What follows belongs to an exercise in optimizing a design on an open flow for small area, a short achievable clock period and few clock cycles; a production flow would make more cautious choices.
The RTL was checked by simulation tests, not by an equivalence proof against the original design.
Power figures rest on the tool's default switching activity, not on a simulated workload.

`flow/flow/run.sh`:
```
#!/bin/bash
# The standard layout, with plain buf_1 cells as the port buffers
# (the resizer sizes them up where timing needs it).
set -euo pipefail
export BUFFER_PORTS_ARGS="-buffer_cell sky130_fd_sc_hd__buf_1"
bash standard.sh > standard_flow.log 2>&1
```
`flow/standard.sh`:
```
#!/bin/bash
# synth_recipe.tcl (not shown) runs the flow's synth.tcl, then flattens the netlist and writes it again
# the make line also repeats each setting of config.mk as NAME=value (left out here)
make -C /OpenROAD-flow-scripts/flow DESIGN_CONFIG=/design/flow/config.mk WORK_HOME=/design/flow/orfs CLKGATE_MAP_FILE= SYNTH_SCRIPT=/design/flow/synth_recipe.tcl "${@:-finish}"
```
`flow/config.mk`:
```
export PLATFORM = sky130hd
export DESIGN_NAME = hid_rx
export DESIGN_NICKNAME = hid_rx
export VERILOG_FILES = /design/flow/design.v
export SDC_FILE = /design/flow/constraint.sdc
export NUM_CORES = 4
export LEC_CHECK = 0
export CAP_MARGIN = 20
export CORE_MARGIN = 2
export CORE_UTILIZATION = 60
export SETUP_SLACK_MARGIN = 2.0
export SLEW_MARGIN = 20
export TNS_END_PERCENT = 20
```
`flow/constraint.sdc`:
```
create_clock -name core_clock -period 4.5 [get_ports {clk}]
set_input_delay 0.9000 -clock core_clock [delete_from_list [all_inputs] [get_ports {clk}]]
set_output_delay 0.9000 -clock core_clock [all_outputs]
set_load 0.01 [all_outputs]
```
`flow/design.v`:
```
module hid_keyval (
    input  wire [7:0] code,
    input  wire       shift,
    output wire [7:0] val
);
wire new_n19, new_n20, new_n21, new_n22, new_n23, new_n24, new_n25,
    new_n26, new_n27, new_n28, new_n29, new_n30, new_n31, new_n32, new_n33,
    new_n34, new_n35, new_n36, new_n37, new_n38, new_n39, new_n40, new_n41,
    new_n42, new_n43, new_n44, new_n45, new_n46, new_n47, new_n48, new_n49,
    new_n50, new_n51, new_n52, new_n53, new_n54, new_n55, new_n56, new_n57,
    new_n58, new_n59, new_n60, new_n61, new_n62, new_n63, new_n64, new_n65,
    new_n66, new_n67, new_n68, new_n69, new_n70, new_n71, new_n73, new_n74,
    new_n75, new_n76, new_n77, new_n78, new_n79, new_n80, new_n81, new_n82,
    new_n83, new_n84, new_n85, new_n86, new_n87, new_n88, new_n89, new_n90,
    new_n91, new_n92, new_n93, new_n94, new_n95, new_n96, new_n97, new_n98,
    new_n99, new_n100, new_n101, new_n102, new_n103, new_n104, new_n106,
    new_n107, new_n108, new_n109, new_n110, new_n111, new_n112, new_n113,
    new_n114, new_n115, new_n116, new_n117, new_n118, new_n119, new_n120,
    new_n121, new_n122, new_n123, new_n124, new_n125, new_n126, new_n127,
    new_n128, new_n129, new_n130, new_n131, new_n132, new_n133, new_n135,
    new_n136, new_n137, new_n138, new_n139, new_n140, new_n141, new_n142,
    new_n143, new_n144, new_n145, new_n146, new_n147, new_n148, new_n149,
    new_n150, new_n151, new_n152, new_n153, new_n154, new_n156, new_n157,
    new_n158, new_n159, new_n160, new_n161, new_n162, new_n163, new_n164,
    new_n165, new_n166, new_n167, new_n168, new_n169, new_n170, new_n171,
    new_n172, new_n173, new_n174, new_n175, new_n176, new_n177, new_n178,
    new_n180, new_n181, new_n182, new_n183, new_n184, new_n185, new_n186,
    new_n187, new_n188, new_n189, new_n190, new_n191, new_n192, new_n193,
    new_n194, new_n195, new_n197, new_n198, new_n199, new_n200, new_n201,
    new_n202, new_n203, new_n204;
  assign new_n19 = code[5] & ~code[6];
  assign new_n20 = ~code[7] & new_n19;
  assign new_n21 = ~code[2] & ~code[4];
  assign new_n22 = ~code[3] & new_n21;
  assign new_n23 = new_n20 & new_n22;
  assign new_n24 = code[2] & code[4];
  assign new_n25 = code[1] & new_n24;
  assign new_n26 = code[3] & new_n25;
  assign new_n27 = ~code[5] & ~code[7];
  assign new_n28 = ~code[6] & new_n27;
  assign new_n29 = ~new_n22 & new_n28;
  assign new_n30 = ~new_n26 & new_n29;
  assign new_n31 = ~new_n23 & ~new_n30;
  assign new_n32 = ~code[0] & ~new_n31;
  assign new_n33 = ~code[3] & new_n20;
  assign new_n34 = ~shift & new_n33;
  assign new_n35 = code[1] & code[4];
  assign new_n36 = code[0] & ~new_n35;
  assign new_n37 = ~new_n25 & ~new_n36;
  assign new_n38 = new_n34 & new_n37;
  assign new_n39 = ~code[0] & code[1];
  assign new_n40 = code[3] & code[4];
  assign new_n41 = code[2] & new_n40;
  assign new_n42 = new_n28 & new_n41;
  assign new_n43 = new_n39 & new_n42;
  assign new_n44 = code[0] & code[1];
  assign new_n45 = ~code[2] & ~new_n44;
  assign new_n46 = code[3] & ~new_n45;
  assign new_n47 = ~code[0] & ~code[1];
  assign new_n48 = ~code[4] & ~new_n47;
  assign new_n49 = new_n20 & new_n48;
  assign new_n50 = new_n46 & new_n49;
  assign new_n51 = ~code[1] & ~code[2];
  assign new_n52 = ~code[0] & new_n51;
  assign new_n53 = code[0] & shift;
  assign new_n54 = code[2] & ~code[4];
  assign new_n55 = code[1] & new_n54;
  assign new_n56 = new_n53 & new_n55;
  assign new_n57 = ~new_n52 & ~new_n56;
  assign new_n58 = new_n20 & ~new_n57;
  assign new_n59 = code[6] & new_n27;
  assign new_n60 = ~code[2] & code[4];
  assign new_n61 = ~code[3] & new_n60;
  assign new_n62 = new_n39 & new_n61;
  assign new_n63 = code[3] & ~code[4];
  assign new_n64 = code[2] & new_n63;
  assign new_n65 = ~new_n39 & new_n64;
  assign new_n66 = ~new_n62 & ~new_n65;
  assign new_n67 = new_n59 & ~new_n66;
  assign new_n68 = ~new_n43 & ~new_n50;
  assign new_n69 = ~new_n38 & new_n68;
  assign new_n70 = ~new_n58 & ~new_n67;
  assign new_n71 = new_n69 & new_n70;
  assign val[0] = new_n32 | ~new_n71;
  assign new_n73 = code[0] & ~code[1];
  assign new_n74 = ~new_n39 & ~new_n73;
  assign new_n75 = new_n30 & ~new_n74;
  assign new_n76 = code[2] & shift;
  assign new_n77 = new_n73 & ~new_n76;
  assign new_n78 = ~code[1] & new_n60;
  assign new_n79 = ~new_n39 & ~new_n55;
  assign new_n80 = ~new_n77 & ~new_n78;
  assign new_n81 = new_n79 & new_n80;
  assign new_n82 = new_n33 & new_n81;
  assign new_n83 = shift & new_n50;
  assign new_n84 = code[3] & new_n20;
  assign new_n85 = new_n52 & new_n84;
  assign new_n86 = code[4] & new_n85;
  assign new_n87 = new_n61 & new_n73;
  assign new_n88 = ~code[2] & new_n39;
  assign new_n89 = new_n63 & new_n88;
  assign new_n90 = ~new_n65 & ~new_n87;
  assign new_n91 = ~new_n89 & new_n90;
  assign new_n92 = new_n59 & ~new_n91;
  assign new_n93 = new_n20 & new_n61;
  assign new_n94 = code[1] & new_n93;
  assign new_n95 = new_n20 & new_n64;
  assign new_n96 = new_n44 & new_n95;
  assign new_n97 = ~shift & new_n44;
  assign new_n98 = new_n42 & new_n97;
  assign new_n99 = ~new_n94 & ~new_n96;
  assign new_n100 = ~new_n98 & new_n99;
  assign new_n101 = ~new_n75 & ~new_n82;
  assign new_n102 = ~new_n83 & ~new_n86;
  assign new_n103 = new_n101 & new_n102;
  assign new_n104 = ~new_n92 & new_n100;
  assign val[1] = ~new_n103 | ~new_n104;
  assign new_n106 = new_n47 & new_n59;
  assign new_n107 = new_n61 & new_n106;
  assign new_n108 = ~shift & new_n39;
  assign new_n109 = ~new_n73 & ~new_n108;
  assign new_n110 = new_n95 & ~new_n109;
  assign new_n111 = new_n23 & ~new_n47;
  assign new_n112 = new_n24 & new_n53;
  assign new_n113 = new_n47 & new_n54;
  assign new_n114 = ~new_n25 & ~new_n112;
  assign new_n115 = ~new_n113 & new_n114;
  assign new_n116 = new_n33 & ~new_n115;
  assign new_n117 = ~code[2] & new_n44;
  assign new_n118 = code[2] & ~new_n44;
  assign new_n119 = ~new_n117 & ~new_n118;
  assign new_n120 = new_n30 & new_n119;
  assign new_n121 = ~code[0] & new_n24;
  assign new_n122 = new_n34 & new_n121;
  assign new_n123 = new_n64 & new_n106;
  assign new_n124 = code[1] & ~shift;
  assign new_n125 = ~new_n44 & ~new_n124;
  assign new_n126 = new_n93 & new_n125;
  assign new_n127 = ~new_n123 & ~new_n126;
  assign new_n128 = ~new_n85 & ~new_n107;
  assign new_n129 = ~new_n110 & ~new_n111;
  assign new_n130 = new_n128 & new_n129;
  assign new_n131 = ~new_n116 & ~new_n120;
  assign new_n132 = ~new_n122 & new_n127;
  assign new_n133 = new_n131 & new_n132;
  assign val[2] = ~new_n130 | ~new_n133;
  assign new_n135 = new_n40 & ~new_n47;
  assign new_n136 = new_n20 & ~new_n135;
  assign new_n137 = new_n21 & new_n73;
  assign new_n138 = code[4] & shift;
  assign new_n139 = new_n88 & ~new_n138;
  assign new_n140 = ~code[1] & ~shift;
  assign new_n141 = ~new_n47 & ~new_n140;
  assign new_n142 = code[2] & ~new_n48;
  assign new_n143 = ~new_n141 & new_n142;
  assign new_n144 = ~new_n51 & ~new_n97;
  assign new_n145 = ~code[3] & ~code[4];
  assign new_n146 = ~new_n144 & new_n145;
  assign new_n147 = new_n136 & ~new_n137;
  assign new_n148 = ~new_n139 & new_n147;
  assign new_n149 = ~new_n143 & ~new_n146;
  assign new_n150 = new_n148 & new_n149;
  assign new_n151 = ~code[3] & new_n45;
  assign new_n152 = ~new_n46 & ~new_n151;
  assign new_n153 = new_n30 & ~new_n152;
  assign new_n154 = ~new_n123 & ~new_n153;
  assign val[3] = new_n150 | ~new_n154;
  assign new_n156 = code[1] & code[3];
  assign new_n157 = new_n76 & new_n156;
  assign new_n158 = code[4] & new_n28;
  assign new_n159 = ~new_n157 & new_n158;
  assign new_n160 = ~new_n151 & new_n159;
  assign new_n161 = new_n53 & new_n95;
  assign new_n162 = new_n52 & new_n138;
  assign new_n163 = new_n54 & new_n124;
  assign new_n164 = ~new_n162 & ~new_n163;
  assign new_n165 = new_n20 & ~new_n164;
  assign new_n166 = ~new_n44 & new_n61;
  assign new_n167 = new_n64 & new_n74;
  assign new_n168 = ~new_n166 & ~new_n167;
  assign new_n169 = new_n59 & ~new_n168;
  assign new_n170 = ~shift & ~new_n24;
  assign new_n171 = ~new_n35 & new_n170;
  assign new_n172 = ~new_n47 & new_n138;
  assign new_n173 = ~new_n117 & ~new_n172;
  assign new_n174 = ~new_n171 & new_n173;
  assign new_n175 = new_n33 & ~new_n174;
  assign new_n176 = ~new_n160 & ~new_n161;
  assign new_n177 = ~new_n165 & ~new_n169;
  assign new_n178 = ~new_n175 & new_n177;
  assign val[4] = ~new_n176 | ~new_n178;
  assign new_n180 = shift & new_n73;
  assign new_n181 = ~new_n24 & ~new_n97;
  assign new_n182 = ~new_n180 & new_n181;
  assign new_n183 = code[3] & ~new_n182;
  assign new_n184 = shift & new_n44;
  assign new_n185 = ~code[3] & ~new_n184;
  assign new_n186 = new_n21 & ~new_n185;
  assign new_n187 = new_n61 & new_n140;
  assign new_n188 = new_n136 & ~new_n187;
  assign new_n189 = ~new_n186 & new_n188;
  assign new_n190 = ~new_n183 & new_n189;
  assign new_n191 = ~shift & new_n30;
  assign new_n192 = new_n42 & new_n124;
  assign new_n193 = ~new_n43 & ~new_n123;
  assign new_n194 = ~new_n192 & new_n193;
  assign new_n195 = ~new_n191 & new_n194;
  assign val[5] = new_n190 | ~new_n195;
  assign new_n197 = code[4] & new_n73;
  assign new_n198 = new_n33 & new_n197;
  assign new_n199 = ~new_n23 & ~new_n42;
  assign new_n200 = new_n184 & ~new_n199;
  assign new_n201 = ~new_n30 & ~new_n96;
  assign new_n202 = ~new_n161 & ~new_n198;
  assign new_n203 = new_n201 & new_n202;
  assign new_n204 = new_n127 & ~new_n200;
  assign val[6] = ~new_n203 | ~new_n204;
  assign val[7] = 1'b0;
endmodule
module hid_rx (
    input  wire        clk,
    input  wire        rst,
    input  wire        in_valid,
    output wire        in_ready,
    input  wire [1:0]  in_class,      
    input  wire [7:0]  in_len,
    input  wire [63:0] in_data,       
    input  wire        hs_we,
    input  wire [2:0]  hs_id,
    input  wire        hs_en,
    output reg         res_valid,
    output reg  [7:0]  res_code,
    output reg  [47:0] res_data,
    output reg         ev_valid,
    input  wire        ev_ready,
    output reg  [2:0]  ev_id,
    output reg         ev_t,
    output reg         ev_deliver,
    output reg  [7:0]  kbd_lastkey,
    output reg         kbd_pressed,
    output reg  [15:0] ptr_x,
    output reg  [15:0] ptr_y,
    output reg         ptr_primary,
    output reg  [9:0]  btn_prev,
    output reg  [2:0]  drop_flags     
);
    localparam [1:0] CLS_NONE = 2'd0, CLS_KBD = 2'd1, CLS_PTR = 2'd2, CLS_GEN = 2'd3;
    localparam [7:0] R_OK    = 8'h00;
    localparam [7:0] D_SHORT = 8'h10;
    localparam [7:0] D_STATE = 8'h11;
    localparam [7:0] D_KEY   = 8'h15;
    reg  rdy;
    assign in_ready = rdy;
    wire accept = in_valid & rdy;
    wire [7:0] b0 = in_data[7:0];
    wire       shift = b0[1] | b0[5];
    wire [7:0] kcode [0:5];
    wire [7:0] kval  [0:5];
    wire [5:0] krec;          
    wire [5:0] knz;           
    genvar k;
    generate
        for (k = 0; k < 6; k = k + 1) begin : g_key
            assign kcode[k] = in_data[8*(k+2) +: 8];
            hid_keyval u_kv (.code(kcode[k]), .shift(shift), .val(kval[k]));
            assign krec[k] = hid_keyrec(kcode[k]);
            assign knz[k]  = (kcode[k] != 8'd0);
        end
    endgenerate
    wire [5:0] ksel = {krec[5],
                       krec[4] & ~krec[5],
                       krec[3] & ~|krec[5:4],
                       krec[2] & ~|krec[5:3],
                       krec[1] & ~|krec[5:2],
                       krec[0] & ~|krec[5:1]};
    function hid_keyrec;
        input [7:0] c;
        begin
            case (c[6:3])
                4'h0:    hid_keyrec = c[2];
                4'h1, 4'h2, 4'h3, 4'h4, 4'h6: hid_keyrec = 1'b1;
                4'h5:    hid_keyrec = (c[2:0] == 3'd0) | c[2] | (c[1] & c[0]);
                4'h7:    hid_keyrec = c[2:0] == 3'd0;
                4'h9:    hid_keyrec = c[2:0] == 3'd2 || c[2:0] == 3'd4 || c[2:0] == 3'd5 || c[2:0] == 3'd7;
                4'hA:    hid_keyrec = ~c[2] & ~(c[1] & c[0]);
                default: hid_keyrec = 1'b0;
            endcase
            hid_keyrec = hid_keyrec & ~c[7];
        end
    endfunction
    wire in_short = (in_class == CLS_KBD) ? (in_len[7:3] == 5'd0) :
                    (in_class == CLS_PTR) ? ((in_len[7:2] == 6'd0) && (in_len[1:0] != 2'd3)) :
                                            (in_len[7:2] == 6'd0);
    reg         r_v;
    reg  [1:0]  r_cls;
    reg         r_short;
    reg         r_b0;        
    reg  [7:0]  r_b1;
    reg  [7:0]  r_b2;
    reg  [3:0]  r_b3;        
    reg  [47:0] r_kv;        
    reg  [5:0]  r_sel;
    reg         r_any;
    reg         r_unrec;
    reg         r_c0z;
    reg         r_hwe;
    reg  [2:0]  r_hid;
    reg         r_hen;
    always @(posedge clk) begin
        r_cls   <= in_class;
        r_short <= in_short;
        r_b0    <= b0[0];
        r_b1    <= in_data[15:8];
        r_b2    <= in_data[23:16];
        r_b3    <= in_data[31:28];
        r_kv    <= {kval[5], kval[4], kval[3], kval[2], kval[1], kval[0]};
        r_sel   <= ksel;
        r_any   <= |krec;
        r_unrec <= |(knz & ~krec);
        r_c0z   <= ~knz[0];
        r_hid   <= hs_id;
        r_hen   <= hs_en;
        if (rst) begin
            r_v   <= 1'b0;
            r_hwe <= 1'b0;
        end else begin
            r_v   <= accept;
            r_hwe <= hs_we;
        end
    end
    wire is_kbd = r_v && (r_cls == CLS_KBD) && !r_short;
    wire is_ptr = r_v && (r_cls == CLS_PTR) && !r_short;
    wire is_gen = r_v && (r_cls == CLS_GEN) && !r_short;
    wire [9:0] gbits   = {r_b3[3], r_b3[0], r_b3[1], r_b3[2], r_b2[5:0]};
    wire [7:0] changed = gbits[7:0] ^ btn_prev[7:0];
    wire       push    = is_gen && (changed != 8'd0);
    reg [7:0] klast;
    integer j;
    always @(*) begin
        klast = 8'd0;
        for (j = 0; j < 6; j = j + 1)
            klast = klast | (r_kv[8*j +: 8] & {8{r_sel[j]}});
    end
    wire [8:0] px_lo, py_lo;
    hid_add8 u_ax (.a(ptr_x[7:0]), .b(r_b1), .s(px_lo));
    hid_add8 u_ay (.a(ptr_y[7:0]), .b(r_b2), .s(py_lo));
    wire [7:0] px_inc, px_dec, py_inc, py_dec;
    hid_step8 u_sx (.a(ptr_x[15:8]), .inc(px_inc), .dec(px_dec));
    hid_step8 u_sy (.a(ptr_y[15:8]), .inc(py_inc), .dec(py_dec));
    wire [7:0] px_hi = px_lo[8] ? (r_b1[7] ? ptr_x[15:8] : px_inc) : (r_b1[7] ? px_dec : ptr_x[15:8]);
    wire [7:0] py_hi = py_lo[8] ? (r_b2[7] ? ptr_y[15:8] : py_inc) : (r_b2[7] ? py_dec : ptr_y[15:8]);
    always @(posedge clk) begin
        res_code <= !r_v                 ? R_OK :
                    (r_cls == CLS_NONE)  ? D_STATE :
                    r_short              ? D_SHORT :
                    (is_kbd && r_unrec)  ? D_KEY : R_OK;
        res_data <= is_kbd ? r_kv :
                    is_ptr ? {15'd0, r_b0, {8{r_b2[7]}}, r_b2, {8{r_b1[7]}}, r_b1} :
                    is_gen ? {38'd0, gbits} : 48'd0;
    end
    reg [7:0] handlers;
    always @(posedge clk) begin
        if (rst) begin
            handlers    <= 8'd0;
            res_valid   <= 1'b0;
            kbd_lastkey <= 8'd0;
            kbd_pressed <= 1'b0;
            ptr_x       <= 16'd0;
            ptr_y       <= 16'd0;
            ptr_primary <= 1'b0;
            btn_prev    <= 10'd0;
            drop_flags  <= 3'd0;
        end else begin
            if (r_hwe)
                handlers[r_hid] <= r_hen;
            res_valid <= r_v;
            if (r_v && r_cls == CLS_NONE)
                drop_flags[1] <= 1'b1;
            if (r_v && r_cls != CLS_NONE && r_short)
                drop_flags[0] <= 1'b1;
            if (is_kbd) begin
                if (r_any)
                    kbd_lastkey <= klast;
                if (r_c0z)
                    kbd_pressed <= 1'b0;
                else if (r_any)
                    kbd_pressed <= 1'b1;
                if (r_unrec)
                    drop_flags[2] <= 1'b1;
            end
            if (is_ptr) begin
                ptr_x       <= {px_hi, px_lo[7:0]};
                ptr_y       <= {py_hi, py_lo[7:0]};
                ptr_primary <= r_b0;
            end
            if (is_gen)
                btn_prev <= gbits;
        end
    end
    reg  [7:0] q_mask [0:2];
    reg  [7:0] q_dlv  [0:2];
    reg  [2:0] q_one;         
    reg  [2:0] q_v;
    reg  [2:0] q_hd;          
    reg  [2:0] q_tl;
    reg  [7:0] w_mask, w_dlv;
    reg        w_v;
    reg        w_last;
    reg  [7:0] ev_btn;
    wire [7:0] w_low  = w_mask & ~{w_mask[6:0] | {w_mask[5:0], 1'b0} | {w_mask[4:0], 2'b0} |
                                   {w_mask[3:0], 3'b0} | {w_mask[2:0], 4'b0} | {w_mask[1:0], 5'b0} |
                                   {w_mask[0], 6'b0}, 1'b0};
    wire [7:0] w_rest = w_mask & ~w_low;
    wire [2:0] w_id   = {|w_low[7:4], |{w_low[7:6], w_low[3:2]},
                         |{w_low[7], w_low[5], w_low[3], w_low[1]}};
    wire load   = !ev_valid || ev_ready;
    wire w_take = !w_v || (load && w_last);      
    wire h_v    = |(q_hd & q_v);
    wire pop    = w_take && h_v;
    wire [7:0] h_mask = ({8{q_hd[0]}} & q_mask[0]) | ({8{q_hd[1]}} & q_mask[1]) |
                        ({8{q_hd[2]}} & q_mask[2]);
    wire [7:0] h_dlv  = ({8{q_hd[0]}} & q_dlv[0]) | ({8{q_hd[1]}} & q_dlv[1]) |
                        ({8{q_hd[2]}} & q_dlv[2]);
    wire       h_one  = |(q_hd & q_one);
    wire [2:0] q_v_n = (q_v & ~({3{pop}} & q_hd)) | ({3{push}} & q_tl);
    wire [7:0] in_bits = {in_data[28], in_data[29], in_data[30], in_data[21:16]};
    wire [7:0] in_prev = is_gen ? gbits[7:0] : btn_prev[7:0];
    wire       in_push = accept && (in_class == CLS_GEN) && (in_len[7:2] != 6'd0) &&
                         (in_bits != in_prev);
    function one8;
        input [7:0] m;
        integer b;
        reg seen, two;
        begin
            seen = 1'b0; two = 1'b0;
            for (b = 0; b < 8; b = b + 1) begin
                two  = two | (seen & m[b]);
                seen = seen | m[b];
            end
            one8 = seen & ~two;
        end
    endfunction
    wire w_two = one8(w_rest);
    always @(posedge clk) begin
        if (rst) begin
            q_v        <= 3'd0;
            q_hd       <= 3'b001;
            q_tl       <= 3'b001;
            w_v        <= 1'b0;
            rdy        <= 1'b0;
            ev_btn     <= 8'd0;
            ev_valid   <= 1'b0;
            ev_id      <= 3'd0;
            ev_t       <= 1'b0;
            ev_deliver <= 1'b0;
        end else begin
            q_v <= q_v_n;
            if (push) q_tl <= {q_tl[1:0], q_tl[2]};
            if (pop)  q_hd <= {q_hd[1:0], q_hd[2]};
            rdy <= !(&q_v_n) &&
                   !(in_push && ((q_v_n[0] & q_v_n[1]) | (q_v_n[0] & q_v_n[2]) | (q_v_n[1] & q_v_n[2])));
            if (w_take)
                w_v <= h_v;
            if (load) begin
                ev_valid <= w_v;
                if (w_v) begin
                    ev_id      <= w_id;
                    ev_t       <= ~|(w_low & ev_btn);
                    ev_deliver <= |(w_low & w_dlv);
                    ev_btn     <= ev_btn ^ w_low;
                end
            end
        end
    end
    integer e;
    always @(posedge clk) begin
        if (w_take) begin
            w_mask <= h_mask;
            w_dlv  <= h_dlv;
            w_last <= h_one;
        end else if (load) begin
            w_mask <= w_rest;
            w_last <= w_two;
        end
        for (e = 0; e < 3; e = e + 1) begin
            if (q_tl[e] && !q_v[e]) begin
                q_mask[e] <= changed;
                q_dlv[e]  <= handlers;
                q_one[e]  <= one8(changed);
            end
        end
    end
endmodule
module hid_add8 (
    input  wire [7:0] a,
    input  wire [7:0] b,
    output wire [8:0] s
);
    wire [7:0] g = a & b;
    wire [7:0] p = a ^ b;
    wire g10 = g[1] | (p[1] & g[0]);
    wire g32 = g[3] | (p[3] & g[2]);
    wire p32 = p[3] & p[2];
    wire g54 = g[5] | (p[5] & g[4]);
    wire g76 = g[7] | (p[7] & g[6]);
    wire p76 = p[7] & p[6];
    wire g30 = g32 | (p32 & g10);
    wire g20 = g[2] | (p[2] & g10);
    wire g64 = g[6] | (p[6] & g54);
    wire p54 = p[5] & p[4];
    wire g74 = g76 | (p76 & g54);
    wire p74 = p76 & p54;
    wire p64 = p[6] & p54;
    wire [8:0] c;
    assign c[0] = 1'b0;
    assign c[1] = g[0];
    assign c[2] = g10;
    assign c[3] = g20;
    assign c[4] = g30;
    assign c[5] = g[4] | (p[4] & g30);
    assign c[6] = g54 | (p54 & g30);
    assign c[7] = g64 | (p64 & g30);
    assign c[8] = g74 | (p74 & g30);
    assign s = {c[8], p ^ c[7:0]};
endmodule
module hid_step8 (
    input  wire [7:0] a,
    output wire [7:0] inc,
    output wire [7:0] dec
);
    genvar i;
    generate
        for (i = 0; i < 8; i = i + 1) begin : g_b
            if (i == 0) begin : g_0
                assign inc[0] = ~a[0];
                assign dec[0] = ~a[0];
            end else begin : g_n
                assign inc[i] = a[i] ^ (&a[i-1:0]);
                assign dec[i] = a[i] ^ ~(|a[i-1:0]);
            end
        end
    endgenerate
endmodule
```
==> notes.md, run 1 <==
multi-input logic area=9050 sq um; maxcap violations=0; Synth cell types=83; Starting DRT DRC Count=1722; dominant synthesized flop cell=dfxtp_1; Longest Clk Path Bufs=3; register area=approximately 6400 sq um; Yosys reg bits=285; leakage=7.04 nW; vias in the first global route=13967; die area=27900 sq um; pre-CTS setup slack=roughly 1.0 ns; Syn Std Cell Area=16000 sq um; row cnt=just under 60; Final Skew=between 0.007 and 0.008 ns; largest net degree at the start of global routing=a little over 70; synthesized instance count=1891; worst skew pair latency=0.54 ns; Tightest Pin Transition=1.08 ns; FILL cells=2097; clock slew at reported path FFs=0.06 ns; Cells after DPL=2314; share of layout cells above drive strength 1=10.3%; RSZ-0062 raised after global routing=true; WHS=0.406 ns; CTS tree=done; Crit path required time=4.91 ns; final worst setup slack=1.99 ns; Antenna Cells=0; initial antenna violation count=0; first-pass GRT wire length=about 75 mm; Die Y=167 um; endpoints failing hold=0; relative slew slack=27.5%; via count=15481; clock sink count=285; Post-synth EDFFs=roughly 70; WL final=48.5 mm; nets=between 2000 and 2500; final slew viol count=0; GR Overflow Total=0; P&R area growth vs syn=14.8%; I/O pin total=about 200; min-delay worst type=register to register; Power Density=327 nW/um^2; Post-synth ARST share=0%; register area share after synthesis=40.0%; dpl hpwl=32.8 mm; DRT Pass-1 Iters=8; CTS Hold Bufs=0; final cell count without fillers=2394; I/O Buffers=188; type of the worst setup path=register to register; Ys Warns=5; Starting Density=61.2%; crit share post-route=between 50% and 60%; Max IR drop VDD=0.374 mV; Critical Path Start Type=register; status=timing/DRC/antenna clean; Antenna Nets Post-Route=0; Placer Congestion=0.951; CTS H-tree lvls=1; clock root cell=clkbuf_16; Die Wd=around 170 um; # setup viols final=0; CP Max Fanout=13; CTS buffer count=29; # DRC=0; routed len/inst=20.3 um; fmax=approximately 400 MHz; mean cell area of the mapped netlist=between 8 and 9 sq um; setup_tns=0 ns; worst endpoint data arrival time=2.92 ns; Global Route Usage Sum=32.4%; Core Region=26100 sq um; Setup crit end kind=register; vias per cell=6.47; min Tclk post-route=2.51 ns
## power by group
part	switching, mW	total (mW)	internal [mW]
logic	0.487	0.760	0.273
clock network	0.992	2.42	1.43
registers	0.0919	2.80	2.71
total	1.57	5.98	4.41
## cells by family after synthesis
family          after synthesis  share of synthesized area (%)
fa+ha+maj                    87                           7.08
mux                          24                           1.59
flops                       285                           40.0
simple gates                718                           21.9
compound gates              512                           21.6
other cells                   1                         0.0235
buf+inv                     223                           5.50
xor+xnor                     41                           2.25
## critical path: stages, from the launching register on
cell and delay (ns):
edfxtp_1 0.58, or4_4 0.57, or3_1 0.46, nor3b_4 0.34, ha_1 0.30, nand2_1 0.07
a21oi_1 0.06
## cell type report
class | instances | area share (%)
clock buffers | 38 | 4.42
clock inverters | 13 | 0.820
multi-input cells | 1394 | 49.4
inverters | 88 | 1.86
well taps | 335 | 2.29
flip-flops and latches | 285 | 35.0
repair buffers | 241 | 6.23
## through the flow
step	util (%)	power (mW)	instance area [sq um]
final	70.3	5.98	18300
after global routing	70.3	6.19	18300
after CTS	69.0	5.95	18000
after detailed placement	64.6	3.54	16800
after global placement	64.6	3.53	16800
after floorplan	-	3.31	16100
## cell usage in the layout (no fill, tap or decap), types with 12 or more instances in the layout
master / n
nand2_1: 216
dfxtp_1: 208
buf_1: 170
nor2_1: 166
a21oi_1: 138
o21ai_0: 85
inv_1: 75
edfxtp_1: 68
nand3_1: 62
nor3_1: 60
ha_1: 59
buf_4: 51
nor2b_1: 35
clkbuf_16: 29
and2_1: 28
a31oi_1: 27
a22oi_1: 26
nand4_1: 26
xnor2_1: 25
a222oi_1: 21
a211oi_1: 20
or3_1: 17
nand2b_1: 16
xor2_1: 16
o2111ai_1: 16
o211ai_1: 16
o221ai_1: 14
a221oi_1: 14
o22ai_1: 13
mux2i_1: 13
a311oi_1: 12
## path summary, 6_finish.rpt
| kind | start | depth (start not counted) | to | slack (ns) |
|---|---|---|---|---|
| worst max-delay path | w_mask[0] | 6 | ev_btn[7] | 1.99 |
| worst min-delay path | r_c0z | 1 | kbd_pressed | 0.41 |
| worst max register to register | w_mask[0] | 6 | ev_btn[7] | 1.99 |
| worst min register to register | r_c0z | 1 | kbd_pressed | 0.41 |
## cells in the mapped netlist, types with 12 or more instances
library cell  count  area, sq um
o2111ai_1        18          158
a31oi_1          29          181
a211oi_1         20          150
xnor2_1          25          219
and2_1           28          175
nand4_1          26          163
buf_1            16         60.1
nor3_1           63          315
edfxtp_1         68         2040
o21ai_0          86          430
xor2_1           16          140
a21oi_1         141          706
mux2i_1          13          130
nor2_1          170          638
dfxtp_1         217         4340
a222oi_1         21          210
nand2b_1         16          100
nand2_1         216          811
ha_1             79          988
o22ai_1          13         81.3
a221oi_1         14          123
a311oi_1         12          105
nand3_1          63          315
a22oi_1          26          195
o211ai_1         16          120
o221ai_1         14          123
inv_1            82          308
nor2b_1          41          257
or3_1            17          106
clkbuf_1        105          394
## state kept, by name, summed over array words and instances, names as in the netlist, 4 cells and up
name         flops
res_data        45
r_kv            42
q_dlv           24
q_mask          24
ptr_x           16
ptr_y           16
btn_prev        10
ev_btn           8
handlers         8
r_b1             8
r_b2             8
w_dlv            8
w_mask           8
kbd_lastkey      7
r_sel            6
r_b3             4
## routing by layer
layer	share of wire [%]	global-route usage, %	vias to the layer above
met5	0	0	-
li1	-	-	7199
met1	40	43.4	7301
met3	8.1	3.33	130
met4	4.0	10.9	0
met2	48	55.1	851
## timing repair
| item | in CTS | in global routing |
|---|---|---|
| gates resized for setup | 36 | 57 |
| endpoints found under the setup margin | 37 | 65 |
| cloned | 1 | 3 |
| setup buffers | 9 | 16 |
| pin swaps | 2 | 12 |
Testbench counts, summed over its fixed seeds: cycles 16,385.
==> run 2, diff against run 1 <==
--- a/flow/config.mk
+++ b/flow/config.mk
@@ -8,6 +8,6 @@
 export CAP_MARGIN = 20
 export CORE_MARGIN = 2
 export CORE_UTILIZATION = 60
-export SETUP_SLACK_MARGIN = 2.0
+export SETUP_SLACK_MARGIN = 2.2
 export SLEW_MARGIN = 20
 export TNS_END_PERCENT = 20
==> run 2 against run 1 <==
Compared with the run above: flip-flop and latch count is the same; clock-buffer cell count grew 4; largest cell class unchanged; clock skew grew 0.0068 ns; still clean.
==> notes.md, run 2 <==
status=timing/DRC/antenna clean (unchanged); switching share of total power=26.9% (was 26.3%); vias per cell=6.48 (was 6.47); cell type of the slowest stage on the worst timing path=or4b_4 (was edfxtp_1); setup_tns=0 ns (unchanged); # setup viols final=0 (unchanged); I/O pin total=202 (unchanged); Max IR drop VDD=0.410 mV (was 0.374 mV); fmax=419 MHz (was 398 MHz); crit path to=ptr_x[10] (was ev_btn[7]); WL final=49.7 mm (was 48.5 mm); post-synth top area share=27.2% (unchanged); Starting DRT DRC Count=1696 (was 1722); Antenna Nets Post-Route=0 (unchanged); Reg power frac=46.1% (was 46.8%); register area share after synthesis=40.0% (unchanged); sw power=1.63 mW (was 1.57 mW); FILL cells=2019 (was 2097); max reg flops=45 (unchanged); relative slew slack=34.6% (was 27.5%); CP Depth=10 (was 6); worst stage delay on the critical path=0.53 ns (was 0.58 ns); Global Route Usage Sum=33.6% (was 32.4%); pre-CTS setup slack=1.04 ns (was 1.05 ns); Yosys reg bits=285 (unchanged); RSZ-0062 raised after global routing=true (unchanged); largest area contributor in the netlist=dfxtp_1 (unchanged); CP delay by family, top=simple AND/OR/NAND/NOR gates (unchanged); biggest regs=res_data x45, r_kv x42 (unchanged); Longest Clk Path Bufs=3 (unchanged); Synth cell types=83 (unchanged); CP Max Fanout=7 (was 13); CTS buffer count=29 (unchanged); Core Region=26100 sq um (unchanged); Critical Path Start Type=register (unchanged); Clk pwr share=40.9% (was 40.5%); Die Wd=167 um (unchanged); I/O Buffers=188 (unchanged); final slew viol count=0 (unchanged); die area=27900 sq um (unchanged); Setup crit start=ptr_x[0] (was w_mask[0]); CTS H-tree lvls=1 (unchanged); type of the worst setup path=register to register (unchanged); Combinational Power Share=12.9% (was 12.7%); crit share post-route=53.0% (was 55.9%); count leader, synth=dfxtp_1 (unchanged); Ys Warns=5 (unchanged); share of layout cells above drive strength 1=12.2% (was 10.3%); clock sink count=285 (unchanged); dpl hpwl=33.7 mm (was 32.8 mm); commonest non-fill, non-tap cells in the layout=nand2_1 (216), dfxtp_1 (203), nor2_1 (166), buf_1 (166), a21oi_1 (136) (was nand2_1 (216), dfxtp_1 (208), buf_1 (170)); Tightest Pin Transition=0.977 ns (was 1.08 ns); # DRC=0 (unchanged); Reg-to-Reg End=ptr_x[10] (was ev_btn[7]); maxcap violations=0 (unchanged); CP cell instances=ha_4, inv_2, fa_2, nor2b_4, o2111ai_2, a31oi_1, buf_4, or4b_4, a21oi_4, mux2_4 (was or4_4, or3_1, nor3b_4, ha_1, nand2_1, a21oi_1); Post-synth ARST share=0% (unchanged); worst r2r src=ptr_x[0] (was w_mask[0]); synthesized instance count=1891 (unchanged); Die Y=167 um (unchanged); first-pass GRT wire length=77.3 mm (was 74.7 mm); CTS tree=done (unchanged); CTS Hold Bufs=0 (unchanged); P&R area growth vs syn=16.8% (was 14.8%); clock slew at reported path FFs=0.06 ns (about the same); worst endpoint data arrival time=2.84 ns (was 2.92 ns); worst skew pair latency=0.57 ns (was 0.54 ns); Syn Std Cell Area=16000 sq um (unchanged); initial antenna violation count=1 (was 0); R2R Setup Slk=2.11 ns (was 1.99 ns); Crit path required time=4.96 ns (was 4.91 ns); GR Overflow Total=0 (unchanged); dominant synthesized flop cell=dfxtp_1 (unchanged); register area=6410 sq um (was 6400 sq um); largest net degree at the start of global routing=56 (was 71); min-delay worst type=register to register (unchanged); Final Skew=0.0141 ns (was 0.00728 ns); final worst setup slack=2.11 ns (was 1.99 ns); leakage=7.15 nW (was 7.04 nW); Internal=4.44 mW (was 4.41 mW); row cnt=59 (unchanged); routed len/inst=20.6 um (was 20.3 um); Commonest cells post-synth=dfxtp_1 (217), nand2_1 (216), nor2_1 (170), a21oi_1 (141), clkbuf_1 (105) (unchanged); Post-synth EDFFs=68 (unchanged); Biggest register=res_data (unchanged); mean cell area of the mapped netlist=8.43 sq um (unchanged); Setup crit end kind=register (unchanged); top cells by area, synth=dfxtp_1 (27%), edfxtp_1 (13%), ha_1 (6.2%) (unchanged); multi-input logic area=9200 sq um (was 9050 sq um); vias in the first global route=14399 (was 13967); DRT Pass-1 Iters=6 (was 8); commonest non-fill, non-tap cell in the layout=nand2_1 (unchanged); clock root cell=clkbuf_16 (unchanged); min Tclk post-route=2.39 ns (was 2.51 ns); worst reg2reg path depth=10 (was 6); via count=15596 (was 15481); Starting Density=61.2% (unchanged); Worst Path Buf+Inv=2 (was 0); nets=2215 (was 2207); endpoints failing hold=0 (unchanged); Power Density=326 nW/um^2 (was 327 nW/um^2); Placer Congestion=0.969 (was 0.951)
## run 2: cell counts after synthesis
No cell type changed its count.
## run 2: cell families (layout without fill, tap and decap cells)
logic type | Yosys count | count (layout) | share of synthesized area [%]
fa+ha+maj | 87 | 87 | 7.08
buf+inv | 223 | 391 | 5.50
xor+xnor | 41 | 41 | 2.25
compound gates | 512 | 513 | 21.6
mux | 24 | 24 | 1.59
flops | 285 | 285 | 40.0
simple gates | 718 | 721 | 21.9
other cells | 1 | 9 | 0.0235
## run 2: power groups by stage
stage	Sequential (mW)	Clock (mW)	Combinational, mW
3_3_place_gp	2.85	0	0.685
6_report	2.80	2.49	0.785
5_1_grt	2.81	2.59	0.857
2_1_floorplan	2.81	0	0.502
4_1_cts	2.80	2.50	0.738
3_5_place_dp	2.86	0	0.694
## run 2: worst min path at each step
stage / start / to / slack [ns] / cells past startpoint
after CTS: r_c0z / kbd_pressed / 0.41 / 1
after global routing: hs_en / r_hen / 0.41 / 1
final: r_c0z / kbd_pressed / 0.41 / 1
after detailed placement: r_c0z / kbd_pressed / 0.40 / 1
after global placement: r_c0z / kbd_pressed / 0.40 / 1
after floorplan: r_c0z / kbd_pressed / 0.39 / 1
## run 2: layout make-up
cell class	instances	area share, %
antenna	1	0.0134
clock buffer	42	4.60
clock inverter	12	0.725
inverter	88	1.88
multi-input combinational	1394	49.4
sequential	285	34.4
tap	335	2.25
timing repair buffer	249	6.77
## run 2: what timing repair did
item                       4_1_cts  5_1_grt
gates cloned                     1        3
gates resized for setup         76       51
setup endpoints to repair       66       69
pin swaps                       19       20
setup buffers                   21       16
## run 2: metrics by stage
stage / util (%) / total power, mW / instance area [sq um] / hold WS [ns] / std cells
detailed placement: 64.8 / 3.55 / 16900 / 0.403 / 2310
global placement: 64.8 / 3.54 / 16900 / 0.399 / 2310
CTS: 70.3 / 6.03 / 18300 / 0.408 / 2386
floorplan: - / 3.32 / 16200 / 0.390 / 1898
global route: 71.5 / 6.25 / 18600 / 0.413 / 2406
finish: 71.5 / 6.07 / 18600 / 0.411 / 2406
## run 2: worst register-to-register path, stage by stage (launching register included)
cell and delay, ns:
dfxtp_2 0.33, ha_4 0.15, inv_2 0.05, fa_2 0.23, nor2b_4 0.06, o2111ai_2 0.21
a31oi_1 0.11, buf_4 0.17, or4b_4 0.53, a21oi_4 0.14, mux2_4 0.30
## run 2: layer usage
metal | GRT usage (%) | part of all wire, % | vias up
met1 | 43.6 | 39 | 7362
met5 | 0 | 0 | -
met4 | 15.1 | 5.0 | 0
met2 | 56.3 | 48 | 831
met3 | 4.30 | 8.0 | 167
li1 | - | - | 7236
==> run 3, diff against run 2 <==
--- a/flow/config.mk
+++ b/flow/config.mk
@@ -8,6 +8,8 @@
 export CAP_MARGIN = 20
 export CORE_MARGIN = 2
 export CORE_UTILIZATION = 60
+export CTS_BUF_LIST = sky130_fd_sc_hd__clkbuf_8
+export CTS_CLUSTER_SIZE = 30
 export SETUP_SLACK_MARGIN = 2.2
 export SLEW_MARGIN = 20
 export TNS_END_PERCENT = 20
==> run 3 against run 2 <==
Compared with the run above: worst setup slack worse by 0.034 ns; largest cell class unchanged; non-clock buffer count is 3 higher; hold slack worse by 0.017 ns; clock skew is 0.0047 ns higher; utilization hardly changed; design area hardly changed; clock power is 7% lower; die area stayed put; still clean; combinational power hardly changed; flip-flop and latch count stayed put; via count is 0.92% higher.
==> notes.md, run 3 <==
status=timing/DRC/antenna clean (unchanged); Starting DRT DRC Count=1807 (was 1696); crit path to=ptr_x[14] (was ptr_x[10]); DRT Pass-1 Iters=6 (unchanged); # setup viols final=0 (unchanged); mean cell area of the mapped netlist=8.43 sq um (unchanged); RSZ-0062 raised after global routing=true (unchanged); Ys Warns=5 (unchanged); CP delay by family, top=compound AO/OA/AOI/OAI gates (was simple AND/OR/NAND/NOR gates); Starting Density=61.2% (unchanged); Post-synth ARST share=0% (unchanged); I/O pin total=202 (unchanged); clock sink count=285 (unchanged); cell type of the slowest stage on the worst timing path=fa_2 (was or4b_4); Final Skew=0.0187 ns (was 0.0141 ns); dpl hpwl=33.7 mm (unchanged); CP cell instances=ha_4, inv_2, fa_2, nor2b_4, o2111ai_2, a31oi_1, buf_4, buf_6, nor4_4, a31oi_1, mux2_2 (was ha_4, inv_2, fa_2, nor2b_4, o2111ai_2, a31oi_1, buf_4, or4b_4, a21oi_4, mux2_4); largest area contributor in the netlist=dfxtp_1 (unchanged); type of the worst setup path=register to register (unchanged); largest net degree at the start of global routing=56 (unchanged); synthesized instance count=1891 (unchanged); Critical Path Start Type=register (unchanged); nets=2235 (was 2215); Die Y=167 um (unchanged); Final Util=71.5% (about the same); Setup crit end kind=register (unchanged); relative slew slack=32.8% (was 34.6%); die area=27900 sq um (unchanged); vias per cell=6.44 (was 6.48); CP Max Fanout=7 (unchanged); fmax=413 MHz (was 419 MHz); crit share post-route=53.8% (was 53.0%); worst skew pair latency=0.57 ns (about the same); min Tclk post-route=2.42 ns (was 2.39 ns); Longest Clk Path Bufs=3 (unchanged); initial antenna violation count=1 (unchanged); first-pass GRT wire length=77.2 mm (was 77.3 mm); Commonest cells post-synth=dfxtp_1 (217), nand2_1 (216), nor2_1 (170), a21oi_1 (141), clkbuf_1 (105) (unchanged); Power Density=316 nW/um^2 (was 326 nW/um^2); worst reg2reg path depth=11 (was 10); register area share after synthesis=40.0% (unchanged); CTS H-tree lvls=2 (was 1); Yosys reg bits=285 (unchanged); Reg-to-Reg End=ptr_x[14] (was ptr_x[10]); Max IR drop VDD=0.337 mV (was 0.410 mV); worst r2r src=r_b1[0] (was ptr_x[0]); endpoints failing hold=0 (unchanged); Setup crit start=r_b1[0] (was ptr_x[0]); CTS buffer count=46 (was 29); min-delay worst type=register to register (unchanged); WL final=50.4 mm (was 49.7 mm); worst endpoint data arrival time=2.88 ns (was 2.84 ns); dominant synthesized flop cell=dfxtp_1 (unchanged); Biggest register=res_data (unchanged); P&R area growth vs syn=16.9% (was 16.8%); Worst Path Buf+Inv=3 (was 2); max reg flops=45 (unchanged); routed len/inst=20.6 um (about the same); GR Overflow Total=0 (unchanged); row cnt=59 (unchanged); Crit path required time=4.96 ns (about the same); final slew viol count=0 (unchanged); clock root cell=clkbuf_8 (was clkbuf_16); share of layout cells above drive strength 1=13.2% (was 12.2%); biggest regs=res_data x45, r_kv x42 (unchanged); Core Region=26100 sq um (unchanged); CP Depth=11 (was 10); Placer Congestion=0.969 (unchanged); Global Route Usage Sum=33.8% (was 33.6%); CTS tree=done (unchanged); Most common cell on crit path=a31oi_1; Die Wd=167 um (unchanged); Tightest Pin Transition=1.00 ns (was 0.977 ns); via count=15739 (was 15596); Synth cell types=83 (unchanged); # DRC=0 (unchanged); commonest non-fill, non-tap cell in the layout=nand2_1 (unchanged); leakage=7.22 nW (was 7.15 nW); Post-synth EDFFs=68 (unchanged); R2R Setup Slk=2.08 ns (was 2.11 ns); I/O Buffers=188 (unchanged); commonest non-fill, non-tap cells in the layout=nand2_1 (216), dfxtp_1 (202), nor2_1 (166), buf_1 (166), a21oi_1 (136) (was nand2_1 (216), dfxtp_1 (203), nor2_1 (166), buf_1 (166), a21oi_1 (136)); top cells by area, synth=dfxtp_1 (27%), edfxtp_1 (13%), ha_1 (6.2%) (unchanged); CTS Hold Bufs=0 (unchanged); clock slew at reported path FFs=0.07 ns (was 0.06 ns); worst stage delay on the critical path=0.37 ns (was 0.53 ns); vias in the first global route=14542 (was 14399); setup_tns=0 ns (unchanged); maxcap violations=0 (unchanged); post-synth top area share=27.2% (unchanged); count leader, synth=dfxtp_1 (unchanged); Syn Std Cell Area=16000 sq um (unchanged); Antenna Nets Post-Route=0 (unchanged)
-- run 3: cell counts after synthesis --
Identical to the previous run, type by type.
-- run 3: repair_timing --
action	4_1_cts	5_1_grt
cloned	1	3
pin swaps	17	21
resized for setup	78	53
buffers inserted	22	18
endpoints found under the setup margin	68	69
-- run 3: kinds of logic after synthesis --
group,Yosys count,synth area share [%]
simple gates,718,21.9
compound gates,512,21.6
flops,285,40.0
buf+inv,223,5.50
fa+ha+maj,87,7.08
xor+xnor,41,2.25
mux,24,1.59
other cells,1,0.0235
-- run 3: report_power, final --
part | total, mW | switching (mW) | leakage, nW | internal [mW]
Clock | 2.31 | 1.06 | 0.554 | 1.25
Combinational | 0.783 | 0.497 | 4.20 | 0.286
Sequential | 2.80 | 0.0963 | 2.47 | 2.71
-- run 3: worst min path at each step --
stage               start     endpoint  slack (ns)  depth (start not counted)
floorplan           r_c0z  kbd_pressed        0.39                          1
global placement    r_c0z  kbd_pressed        0.40                          1
detailed placement  r_c0z  kbd_pressed        0.40                          1
CTS                 r_c0z  kbd_pressed        0.40                          1
global route        r_c0z  kbd_pressed        0.41                          1
finish              r_c0z  kbd_pressed        0.39                          1
-- run 3: through the flow --
| stage | worst slack, ns | std cells | hold slack [ns] | power (mW) | cell area (sq um) |
|---|---|---|---|---|---|
| finish | 2.08 | 2443 | 0.394 | 5.89 | 18600 |
| global route | 1.98 | 2441 | 0.407 | 6.10 | 18600 |
| CTS | 2.01 | 2419 | 0.396 | 5.84 | 18300 |
| detailed placement | 1.04 | 2310 | 0.403 | 3.55 | 16900 |
| global placement | 1.08 | 2310 | 0.399 | 3.54 | 16900 |
| floorplan | 1.94 | 1898 | 0.390 | 3.32 | 16200 |
-- run 3: area by class of cell --
type	instances	area [sq um]
Antenna cell	3	7.51
Clock buffer	52	716
Clock inverter	34	245
Fill cell	2010	7420
Inverter	88	350
Multi-Input combinational cell	1394	9200
Sequential cell	285	6410
Tap cell	335	419
Timing Repair Buffer	252	1290
-- run 3: per-layer routing --
| layer | global-route usage (%) | up-vias | wire length [um] |
|---|---|---|---|
| li1 | - | 7285 | - |
| met5 | 0 | - | 0 |
| met1 | 43.8 | 7370 | 19600 |
| met3 | 5.16 | 181 | 4360 |
| met4 | 17.2 | 0 | 2710 |
| met2 | 55.0 | 903 | 23700 |
==> run 4, diff against run 3 <==
--- a/flow/config.mk
+++ b/flow/config.mk
@@ -8,8 +8,5 @@
 export CAP_MARGIN = 20
 export CORE_MARGIN = 2
 export CORE_UTILIZATION = 60
-export CTS_BUF_LIST = sky130_fd_sc_hd__clkbuf_8
-export CTS_CLUSTER_SIZE = 30
 export SETUP_SLACK_MARGIN = 2.2
 export SLEW_MARGIN = 20
-export TNS_END_PERCENT = 20
==> run 4 against run 3 <==
Compared with the run above: first-iteration DRC count fell by 5.0%; highest routed layer unchanged; total power rose by 4.4%; worst setup slack improved by 0.036 ns; die area did not move; largest power group unchanged; largest cell class unchanged; via count fell by 0.76%.
==> notes.md, run 4 <==
leakage=7.22 nW (about the same); Starting Density=61.2% (unchanged); commonest non-fill, non-tap cell in the layout=nand2_1 (unchanged); min Tclk post-route=2.38 ns (was 2.42 ns); final slew viol count=0 (unchanged); Clk pwr share=41.5% (was 39.1%); Setup crit start=r_b2[0] (was r_b1[0]); CP Max Fanout=6 (was 7); Internal=4.54 mW (was 4.24 mW); post-synth top area share=27.2% (unchanged); die area=27900 sq um (unchanged); # setup viols final=0 (unchanged); Antenna Cells=0 (was 3); fmax=420 MHz (was 413 MHz); endpoints failing hold=0 (unchanged); Critical Path Start Type=register (unchanged); CTS H-tree lvls=1 (was 2); Synth cell types=83 (unchanged); global routing's busiest layer=met2 (unchanged); dpl hpwl=32.7 mm (was 33.7 mm); sw power=1.61 mW (was 1.65 mW); I/O Buffers=188 (unchanged); worst skew pair latency=0.55 ns (was 0.57 ns); I/O pin total=202 (unchanged); vias in the first global route=14182 (was 14542); final worst setup slack=2.12 ns (was 2.08 ns); crit share post-route=53.0% (was 53.8%); vias per cell=6.45 (was 6.44); Reg-to-Reg End=ptr_y[14] (was ptr_x[14]); CTS tree=done (unchanged); Max IR drop VDD=0.340 mV (was 0.337 mV); Reg power frac=45.4% (was 47.6%); total power=6.15 mW (was 5.89 mW); count leader, synth=dfxtp_1 (unchanged); setup_tns=0 ns (unchanged); P&R area growth vs syn=18.5% (was 16.9%); crit path to=ptr_y[14] (was ptr_x[14]); mean cell area of the mapped netlist=8.43 sq um (unchanged); Global Route Usage Sum=32.8% (was 33.8%); Starting DRT DRC Count=1717 (was 1807); Tightest Pin Transition=0.990 ns (was 1.00 ns); maxcap violations=0 (unchanged); largest net degree at the start of global routing=70 (was 56); Commonest cells post-synth=dfxtp_1 (217), nand2_1 (216), nor2_1 (170), a21oi_1 (141), clkbuf_1 (105) (unchanged); Placer Congestion=0.989 (was 0.969); GR Util met2=54.4% (was 55.0%); Syn Std Cell Area=16000 sq um (unchanged); Longest Clk Path Bufs=3 (unchanged); share of layout cells above drive strength 1=13.5% (was 13.2%); clock root cell=clkbuf_16 (was clkbuf_8); Die Y=167 um (unchanged); WL final=48.7 mm (was 50.4 mm); first-pass GRT wire length=75.4 mm (was 77.2 mm); Setup crit end kind=register (unchanged); max reg flops=45 (unchanged); type of the worst setup path=register to register (unchanged); nets=2230 (was 2235); pre-CTS setup slack=1.05 ns (was 1.04 ns); Yosys reg bits=285 (unchanged); HP Start=in_data[13] (was r_c0z); GR Overflow Total=0 (unchanged); DRT Pass-1 Iters=7 (was 6); Die Wd=167 um (unchanged); Core Region=26100 sq um (unchanged); routed len/inst=20.1 um (was 20.6 um); CTS buffer count=30 (was 46); Final Skew=0.0140 ns (was 0.0187 ns); Post-synth ARST share=0% (unchanged); worst endpoint data arrival time=2.82 ns (was 2.88 ns); Antenna Nets Post-Route=0 (unchanged); Crit path required time=4.94 ns (was 4.96 ns); Combinational Power Share=13.0% (was 13.3%); RSZ-0062 raised after global routing=true (unchanged); FILL cells=1994 (was 2010); clock sink count=285 (unchanged); clock slew at reported path FFs=0.06 ns (was 0.07 ns); biggest regs=res_data x45, r_kv x42 (unchanged); top cells by area, synth=dfxtp_1 (27%), edfxtp_1 (13%), ha_1 (6.2%) (unchanged); Final Util=72.5% (was 71.5%); Power Density=326 nW/um^2 (was 316 nW/um^2); met1 usage=42.7% (was 43.8%); relative slew slack=33.7% (was 32.8%); final cell count without fillers=2421 (was 2443); status=timing/DRC/antenna clean (unchanged); min-delay worst type=primary input to register (was register to register); met3 Usage GRT=4.09% (was 5.16%); largest area contributor in the netlist=dfxtp_1 (unchanged); # DRC=0 (unchanged); initial antenna violation count=0 (was 1); Cells after DPL=2313 (was 2310); R2R Setup Slk=2.12 ns (was 2.08 ns); register area share after synthesis=40.0% (unchanged); dominant synthesized flop cell=dfxtp_1 (unchanged); synthesized instance count=1891 (unchanged); Biggest register=res_data (unchanged); row cnt=59 (unchanged); switching share of total power=26.2% (was 28.0%); Post-synth EDFFs=68 (unchanged); commonest non-fill, non-tap cells in the layout=nand2_1 (215), dfxtp_1 (203), buf_1 (167) (was nand2_1 (216), dfxtp_1 (202), nor2_1 (166), buf_1 (166), a21oi_1 (136)); worst reg2reg path depth=9 (was 11); worst r2r src=r_b2[0] (was r_b1[0]); Ys Warns=5 (unchanged); via count=15619 (was 15739)
-- run 4: cell counts after synthesis --
Identical to the previous run, type by type.
-- run 4: cell type report --
type	count	area, sq um	area share (%)
Timing Repair Buffer	262	1360	7.18
Multi-Input combinational cell	1395	9310	49.3
Clock buffer	43	881	4.66
Inverter	88	354	1.87
Sequential cell	285	6410	33.9
Clock inverter	13	161	0.854
Tap cell	335	419	2.22
-- run 4: cells by family (layout without fill, tap and decap cells) --
family | Yosys count | count (layout) | synth area share (%)
muxes | 24 | 24 | 1.59
buffers and inverters | 223 | 406 | 5.50
DFF | 285 | 285 | 40.0
other | 1 | 8 | 0.0235
xor gates and xnor gates | 41 | 41 | 2.25
and+or+nand+nor | 718 | 721 | 21.9
adders and majority gates | 87 | 87 | 7.08
AOI/OAI and AO/OA | 512 | 514 | 21.6
-- run 4: through the flow --
step / hold WS (ns) / cell area, sq um
after floorplan: 0.390 / 16200
after global placement: 0.398 / 16900
after detailed placement: 0.436 / 16900
after CTS: 0.436 / 18500
after global routing: 0.435 / 18900
final: 0.440 / 18900
-- run 4: worst min-delay path by stage --
stage                     depth (start not counted)  slack (ns)     endpoint
final                                             1        0.44      r_b1[5]
after global routing                              1        0.44      r_b1[0]
after CTS                                         1        0.44      r_b1[5]
after detailed placement                          1        0.44  kbd_pressed
after global placement                            1        0.40  kbd_pressed
after floorplan                                   1        0.39  kbd_pressed
-- run 4: what timing repair did --
item / CTS / global route
cloned: 4 / 1
buffers inserted: 25 / 22
endpoints found under the hold margin: 0 / 0
setup endpoints to repair: 56 / 45
gates resized for setup: 88 / 63
hold buffers: 0 / 0
pin swaps: 21 / 26
-- run 4: critical path, stage by stage (launching register included) --
cell	delay [ns]
dfxtp_4	0.39
ha_4	0.13
inv_2	0.03
fa_2	0.36
nor2b_4	0.15
o2111ai_4	0.21
a31oi_4	0.34
nand3_2	0.14
a21oi_1	0.17
mux2_2	0.35
-- run 4: power groups by stage --
stage | Clock [mW] | Sequential [mW] | Combinational, mW
after floorplan | 0 | 2.81 | 0.504
after global placement | 0 | 2.85 | 0.683
after detailed placement | 0 | 2.85 | 0.691
after CTS | 2.57 | 2.79 | 0.744
after global routing | 2.68 | 2.80 | 0.875
final | 2.55 | 2.80 | 0.802
-- run 4: layer usage --
layer  wire length (um)  share of wire [%]  vias up
li1                   -                  -     7268
met1              18500                 38     7266
met2              23200                 48      915
met3               4480                9.2      170
met4               2490                5.1        0
met5                  0                  0        -
==> run 5, diff against run 4 <==
--- a/flow/config.mk
+++ b/flow/config.mk
@@ -8,5 +8,6 @@
 export CAP_MARGIN = 20
 export CORE_MARGIN = 2
 export CORE_UTILIZATION = 60
-export SETUP_SLACK_MARGIN = 2.2
+export SETUP_SLACK_MARGIN = 2.5
 export SLEW_MARGIN = 20
+export TNS_END_PERCENT = 20
==> run 5 against run 4 <==
Compared with the run above: synthesized cell count unchanged; clock power down 4%; synthesized area stayed put; flip-flop and latch count is the same; hold slack got worse by 0.028 ns; register-to-register slack got worse by 0.05 ns; cell count increased by 1.1%; fmax fell by 1.9%; sequential share of layout area shrank 1.1 points; via count up 1.9%; die area stayed put; critical path type unchanged.
==> notes.md, run 5 <==
Ys Warns=5 (unchanged); # DRC=0 (unchanged); Tightest Pin Transition=1.01 ns (was 0.990 ns); mean cell area of the mapped netlist=8.43 sq um (unchanged); Reg power frac=45.7% (was 45.4%); WHS=0.412 ns (was 0.440 ns); clock root cell=clkbuf_16 (unchanged); Final Skew=0.0125 ns (was 0.0140 ns); dominant synthesized flop cell=dfxtp_1 (unchanged); post-synthesis simple-gate area fraction=21.9% (unchanged); dpl hpwl=32.9 mm (was 32.7 mm); commonest non-fill, non-tap cell in the layout=nand2_1 (unchanged); Biggest register=res_data (unchanged); sw power=1.64 mW (was 1.61 mW); XOR/XNOR share of the synthesized area=2.25% (unchanged); row cnt=59 (unchanged); Critical Path Start Type=register (unchanged); Setup crit start=ptr_x[0] (was r_b2[0]); fmax=412 MHz (was 420 MHz); relative slew slack=32.5% (was 33.7%); crit path to=ptr_x[10] (was ptr_y[14]); worst reg2reg path depth=9 (unchanged); Post-synth ARST share=0% (unchanged); Die Wd=167 um (unchanged); Internal=4.48 mW (was 4.54 mW); Syn Std Cell Area=16000 sq um (unchanged); Combinational Power Share=14.3% (was 13.0%); Clk pwr share=40.0% (was 41.5%); nets=2258 (was 2230); Max IR drop VDD=0.375 mV (was 0.340 mV); max reg flops=45 (unchanged); Crit path required time=4.93 ns (was 4.94 ns); Commonest cells post-synth=dfxtp_1 (217), nand2_1 (216), nor2_1 (170), a21oi_1 (141), clkbuf_1 (105) (unchanged); largest area contributor in the netlist=dfxtp_1 (unchanged); top cells by area, synth=dfxtp_1 (27%), edfxtp_1 (13%), ha_1 (6.2%) (unchanged); GR Overflow Total=0 (unchanged); CTS tree=done (unchanged); pre-CTS setup slack=1.03 ns (was 1.05 ns); die area=27900 sq um (unchanged); post-synth top area share=27.2% (unchanged); compound-cell area share of the yosys netlist=21.6% (unchanged); endpoints failing hold=0 (unchanged); Core Region=26100 sq um (unchanged); # setup viols final=0 (unchanged); share of layout cells above drive strength 1=17.4% (was 13.5%); Power Density=313 nW/um^2 (was 326 nW/um^2); biggest regs=res_data x45, r_kv x42 (unchanged); Synth cell types=83 (unchanged); clock sink count=285 (unchanged); Die Y=167 um (unchanged); R2R Setup Slk=2.07 ns (was 2.12 ns); Setup crit end kind=register (unchanged); Antenna Nets Post-Route=0 (unchanged); crit share post-route=54.0% (was 53.0%); WL final=50.9 mm (was 48.7 mm); largest net degree at the start of global routing=56 (was 70); min-delay worst type=register to register (was primary input to register); register area share after synthesis=40.0% (unchanged); count leader, synth=dfxtp_1 (unchanged); worst r2r src=ptr_x[0] (was r_b2[0]); CP Max Fanout=4 (was 6); worst skew pair latency=0.55 ns (about the same); Yosys reg bits=285 (unchanged); maxcap violations=0 (unchanged); Final Util=75.1% (was 72.5%); setup_tns=0 ns (unchanged); final cell count without fillers=2448 (was 2421); final worst setup slack=2.07 ns (was 2.12 ns); vias per cell=6.50 (was 6.45); final slew viol count=0 (unchanged); I/O Buffers=188 (unchanged); worst endpoint data arrival time=2.86 ns (was 2.82 ns); Longest Clk Path Bufs=3 (unchanged); Post-Synth Adder-Cell Area=7.08% (unchanged); clock slew at reported path FFs=0.06 ns (about the same); min Tclk post-route=2.43 ns (was 2.38 ns); CTS buffer count=30 (unchanged); Starting Density=61.2% (unchanged); Placer Congestion=0.961 (was 0.989); routed len/inst=20.8 um (was 20.1 um); DRT Pass-1 Iters=6 (was 7); leakage=7.42 nW (was 7.22 nW); via count=15909 (was 15619); I/O pin total=202 (unchanged); FILL cells=1889 (was 1994); Reg-to-Reg End=ptr_x[10] (was ptr_y[14]); commonest non-fill, non-tap cells in the layout=nand2_1 (213), dfxtp_1 (199), nor2_1 (164) (was nand2_1 (215), dfxtp_1 (203), buf_1 (167)); Starting DRT DRC Count=1571 (was 1717); type of the worst setup path=register to register (unchanged); mux cell area share after synthesis=1.59% (unchanged); vias in the first global route=14804 (was 14182); synthesized instance count=1891 (unchanged); switching share of total power=26.8% (was 26.2%); P&R area growth vs syn=22.7% (was 18.5%); Antenna Cells=0 (unchanged); Post-synth EDFFs=68 (unchanged); first-pass GRT wire length=78.4 mm (was 75.4 mm); largest family of logic cells by synthesized area=simple AND/OR/NAND/NOR gates (unchanged); Global Route Usage Sum=34.0% (was 32.8%); initial antenna violation count=0 (unchanged); status=timing/DRC/antenna clean (unchanged); RSZ-0062 raised after global routing=true (unchanged); Cells after DPL=2308 (was 2313); CTS H-tree lvls=1 (unchanged)
-- run 5: cell counts after synthesis --
Identical to the previous run, type by type.
-- run 5: cell type report --
type | count | area (sq um) | share of cell area [%]
clock buffer | 45 | 898 | 4.59
inverter | 88 | 380 | 1.94
multi-input combinational | 1398 | 9630 | 49.2
sequential | 285 | 6420 | 32.8
tap | 335 | 419 | 2.14
clock inverter | 10 | 88.8 | 0.454
timing repair buffer | 287 | 1730 | 8.85
-- run 5: worst max-delay path: stages (launching register included) --
cell and delay, ns:
dfxtp_4 0.35, ha_4 0.15, inv_2 0.04, fa_2 0.24, nor2b_4 0.06, o2111ai_4 0.32
a31oi_4 0.16, or4b_4 0.50, a21oi_2 0.17, mux2_4 0.31
-- run 5: how the worst min path moves through the flow --
stage	startpoint	to	slack [ns]	cells after the start
after floorplan	r_c0z	kbd_pressed	0.39	1
after global placement	r_c0z	kbd_pressed	0.41	1
after detailed placement	r_c0z	kbd_pressed	0.41	1
after CTS	r_c0z	kbd_pressed	0.41	1
after global routing	hs_id[0]	r_hid[0]	0.43	1
final	r_c0z	kbd_pressed	0.41	1
-- run 5: repair_timing --
action	4_1_cts	5_1_grt
endpoints found under the setup margin	131	183
pin swaps	43	22
hold buffers	0	0
gates cloned	5	5
gates resized for setup	184	83
buffers inserted	43	32
-- run 5: power groups by stage --
| stage | clock [mW] | sequential (mW) | combinational [mW] |
|---|---|---|---|
| CTS | 2.46 | 2.79 | 0.791 |
| global route | 2.57 | 2.80 | 0.951 |
| floorplan | 0 | 2.81 | 0.508 |
| detailed placement | 0 | 2.85 | 0.694 |
| global placement | 0 | 2.85 | 0.685 |
| finish | 2.45 | 2.80 | 0.875 |
-- run 5: cells by family (layout without fill, tap and decap cells) --
kind of cell,after synthesis,count (layout)
AND/OR/NAND/NOR,718,724
multiplexers,24,24
adder cells (fa/ha/maj),87,87
XOR/XNOR,41,41
flip-flops,285,285
other,1,8
buffers and inverters,223,430
AO/OA/AOI/OAI,512,514
-- run 5: routing by layer --
| metal | wire length, um | vias to the layer above | track usage (%) |
|---|---|---|---|
| li1 | - | 7336 | - |
| met1 | 19800 | 7464 | 44.1 |
| met2 | 24100 | 920 | 56.6 |
| met3 | 4310 | 189 | 3.94 |
| met4 | 2720 | 0 | 16.6 |
| met5 | 0 | - | 0 |
-- run 5: metrics by stage --
stage	instance area [sq um]	power, mW
2_1_floorplan	16300	3.32
3_3_place_gp	17000	3.54
3_5_place_dp	17000	3.55
4_1_cts	18900	6.04
5_1_grt	19600	6.33
6_report	19600	6.12

[afterwards: timing with drivers on the ports]
In the flow no input, the clock included, has a driving cell. The finished layouts below were timed again as built, in two steps.
Step 1 (the two cells are an assumption about what drives the block):
set clk [get_ports {clk}]
set_driving_cell -lib_cell sky130_fd_sc_hd__clkbuf_16 $clk
set_driving_cell -lib_cell sky130_fd_sc_hd__buf_2 [delete_from_list [all_inputs] $clk]
Step 2 also shifts input and output timing later by t, the mid clock arrival at the registers, as if the neighbouring blocks saw the same clock.
Three values: ideal ports, drivers, drivers and shift; two values: the first two.
| run | t (ns) | setup WS [ns] | worst register clock-pin slew, ns | worst data-port slew with drivers (ns) |
|---|---|---|---|---|
| run 1 | 0.586 | 1.985 / 1.985 / 1.475 | 0.07 / 0.07 | 0.08 |
| run 2 | 0.614 | 2.114 / 2.114 / 1.539 | 0.07 / 0.07 | 0.07 |
| run 3 | 0.597 | 2.080 / 2.051 / 1.453 | 0.07 / 0.07 | 0.08 |
| run 4 | 0.592 | 2.116 / 2.116 / 1.623 | 0.07 / 0.07 | 0.07 |
| run 5 | 0.592 | 2.071 / 2.071 / 1.731 | 0.07 / 0.07 | 0.08 |
After both steps setup and hold are still met in every run listed. The setup slack of run 3, which loses most, moves by -0.029 ns with the drivers and by -0.627 ns with both steps.
